This is an optimization exercise on Yosys and OpenROAD, whose aim is small area, not a production implementation.
In this exercise RTL edits were held to simulation tests only and were not proved equivalent to the original.
Power is estimated from default activity; no workload was simulated.

## the previous run
Design aws_core, start of the top module:
module aws_core (
    input  wire        clk,
    input  wire        rst,           
    input  wire        host_we,
    input  wire [7:0]  host_addr,
    input  wire [31:0] host_wdata,
    output reg  [31:0] host_rdata,
    input  wire [31:0] now,
    input  wire        rx_valid,
    input  wire [7:0]  rx_data,
    output reg         tx_valid,
    output wire [3:0]  tx_len,
    output wire [87:0] tx_frame
);
Size in the first run: roughly 4400 cells after synthesis, roughly 980 flip-flops, ~210 I/O pins, roughly 49000 µm² of cells after synthesis.
export LEC_CHECK = 0
export CAP_MARGIN = 20
export CORE_MARGIN = 2
export CORE_UTILIZATION = 50
export SLEW_MARGIN = 20
create_clock -name core_clock -period 25.0 [get_ports {clk}]
standard.sh (not shown) runs the stock make flow with config.mk's settings and CLKGATE_MAP_FILE= SYNTH_SCRIPT=/design/flow/synth_recipe.tcl, a recipe that flattens the netlist after the stock synthesis.
==> flow/flow/run.sh <==
#!/bin/bash
# Layout flow: the standard ORFS flow, except that
# - synthesis maps the combinational logic with an area-oriented ABC script
#   (flow/abc.script); everything else in synthesis (synth_recipe.tcl:
#   -nofsm -noshare, flatten, register naming) is unchanged, so the
#   registers match the standard synthesis by name and cell type;
# - clock tree synthesis uses small clock buffers and no dummy loads.
set -euo pipefail
W=$(pwd)
rm -rf "$W/scripts_abc"
cp -r "$FLOW_HOME/scripts" "$W/scripts_abc"
cp "$W/flow/abc.script" "$W/scripts_abc/abc_speed.script"
bash "$W/standard.sh" "SCRIPTS_DIR=$W/scripts_abc" synth > "$W/make_synth.log" 2>&1
export BUFFER_PORTS_ARGS="-buffer_cell sky130_fd_sc_hd__buf_1"
export CTS_ARGS="-sink_clustering_enable -repair_clock_nets -dont_use_dummy_load -sink_clustering_size 24 -sink_clustering_max_diameter 60 -buf_list {sky130_fd_sc_hd__clkbuf_4 sky130_fd_sc_hd__clkbuf_8 sky130_fd_sc_hd__clkbuf_16}"
bash "$W/standard.sh" finish > "$W/make_finish.log" 2>&1
==> flow/flow/abc.script <==
&get -n
&st
&dc2
&syn2
&dch -f
&nf -R 1000 -p -F 8
&st
&dc2
&dch -f
&nf -R 1000 -p -F 8
&st
&dch -f
&nf -R 1000 -p -F 8
&put
The inputs of the current run differ from those of the previous run as listed below.
-- flow/flow/run.sh --
<<< the previous run, line 14
export BUFFER_PORTS_ARGS="-buffer_cell sky130_fd_sc_hd__buf_1"
export CTS_ARGS="-sink_clustering_enable -repair_clock_nets -dont_use_dummy_load -sink_clustering_size 24 -sink_clustering_max_diameter 60 -buf_list {sky130_fd_sc_hd__clkbuf_4 sky130_fd_sc_hd__clkbuf_8 sky130_fd_sc_hd__clkbuf_16}"
bash "$W/standard.sh" finish > "$W/make_finish.log" 2>&1
>>> the current run, line 14
export BUFFER_PORTS_ARGS="-buffer_cell sky130_fd_sc_hd__buf_1"
export CTS_ARGS="-sink_clustering_enable -repair_clock_nets -dont_use_dummy_load -sink_clustering_size 12 -sink_clustering_max_diameter 40 -sink_clustering_buffer sky130_fd_sc_hd__clkbuf_8 -buf_list {sky130_fd_sc_hd__clkbuf_8 sky130_fd_sc_hd__clkbuf_16}"
bash "$W/standard.sh" finish > "$W/make_finish.log" 2>&1
[summary]
Both conditions hold for the current run: the flow ran to the end and the final layout passed the timing, DRC and antenna checks.
In terms of sequential cell area share, the current run and the previous run differ only marginally.
Taking the previous run as the reference, in the current run number of H-tree levels rose by 1, total design power rose by 0.52%, area taken by multi-input logic gates stayed essentially flat.
Diff the current run and the previous run: cell count lower in the previous run

---

Starting RTL as in the previous note.
==> flow/design.v (excerpt) <==
module aws_core (
    input  wire        clk,
    input  wire        rst,           
    input  wire        host_we,
    input  wire [7:0]  host_addr,
    input  wire [31:0] host_wdata,
    output reg  [31:0] host_rdata,
    input  wire [31:0] now,
    input  wire        rx_valid,
    input  wire [7:0]  rx_data,
    output reg         tx_valid,
    output wire [3:0]  tx_len,
    output wire [87:0] tx_frame
);
==> flow/config.mk <==
export PLATFORM = sky130hd
export DESIGN_NAME = aws_core
export DESIGN_NICKNAME = aws_core
export VERILOG_FILES = /design/flow/design.v
export SDC_FILE = /design/flow/constraint.sdc
export NUM_CORES = 4
export LEC_CHECK = 0
export CAP_MARGIN = 20
export CORE_MARGIN = 2
export CORE_UTILIZATION = 60
export PLACE_DENSITY = 0.7
export SLEW_MARGIN = 20
==> flow/constraint.sdc <==
create_clock -name core_clock -period 25.0 [get_ports {clk}]
set_input_delay 5.0000 -clock core_clock [delete_from_list [all_inputs] [get_ports {clk}]]
set_output_delay 5.0000 -clock core_clock [all_outputs]
set_load 0.01 [all_outputs]
==> flow/flow/run.sh <==
#!/bin/bash
# Layout flow: the standard ORFS flow, except that
# - synthesis maps the combinational logic with an area-oriented ABC script
#   (flow/abc.script); everything else in synthesis (synth_recipe.tcl:
#   -nofsm -noshare, flatten, register naming) is unchanged, so the
#   registers match the standard synthesis by name and cell type;
# - clock tree synthesis uses small clock buffers and no dummy loads.
set -euo pipefail
W=$(pwd)
rm -rf "$W/scripts_abc"
cp -r "$FLOW_HOME/scripts" "$W/scripts_abc"
cp "$W/flow/abc.script" "$W/scripts_abc/abc_speed.script"
bash "$W/standard.sh" "SCRIPTS_DIR=$W/scripts_abc" synth > "$W/make_synth.log" 2>&1
export BUFFER_PORTS_ARGS="-buffer_cell sky130_fd_sc_hd__buf_1"
export CTS_ARGS="-sink_clustering_enable -repair_clock_nets -dont_use_dummy_load -sink_clustering_size 24 -sink_clustering_max_diameter 60 -buf_list {sky130_fd_sc_hd__clkbuf_4 sky130_fd_sc_hd__clkbuf_8 sky130_fd_sc_hd__clkbuf_16}"
bash "$W/standard.sh" finish > "$W/make_finish.log" 2>&1
Scripts as last shown in full above: flow/flow/abc.script
Change:
Settings changed: CAP_MARGIN 20 to 5, CORE_UTILIZATION 60 to 50, PLACE_DENSITY 0.7 to default, SLEW_MARGIN 20 to 5.
- The changed run produced a layout that fails on capacitance limit, slew limit
- die area rose by about 20%
- global-route usage goes down by 8.5 points
- count of clock-buffer cells in the layout goes up by 11
- cell area grows by about 1.2%
- total power grows by 1.9%
- first-iteration DRC count shrinks by 15%
- wire length came out higher by 2.2%

==> re-timing with driven ports <==
The results above use ideal ports. As a check the final layouts listed here were re-extracted and re-timed, cells and wires unchanged.
Step 1: set_driving_cell puts a clkbuf_16 on clk and a buf_2 on each other input, an assumption about the parent block.
Step 2, shift: input delay + t, output delay - t, t = (earliest + latest rising clock arrival at the registers) / 2. This alone moves slack from input paths to output paths.
Slacks: ideal ports / drivers / drivers and shift; pairs: ideal ports / drivers.
run | t (ns) | setup WS [ns] | hold WS [ns] | latest minus earliest clock arrival (ns)
the previous run | 0.734 | 5.805 / 5.858 / 5.124 | 0.461 / 0.461 / 0.461 | 0.078 / 0.078
the current run | 0.778 | 5.842 / 5.897 / 5.118 | 0.467 / 0.467 / 0.467 | 0.083 / 0.083
the first run of note 2 | 0.712 | 5.674 / 5.719 / 5.007 | 0.476 / 0.476 / 0.476 | 0.076 / 0.076
the second run of note 2 | 0.740 | 5.813 / 5.862 / 5.122 | 0.462 / 0.462 / 0.462 | 0.101 / 0.101
The setup slack of the current run, which loses most, moves by +0.055 ns with the drivers and by -0.724 ns with both steps.
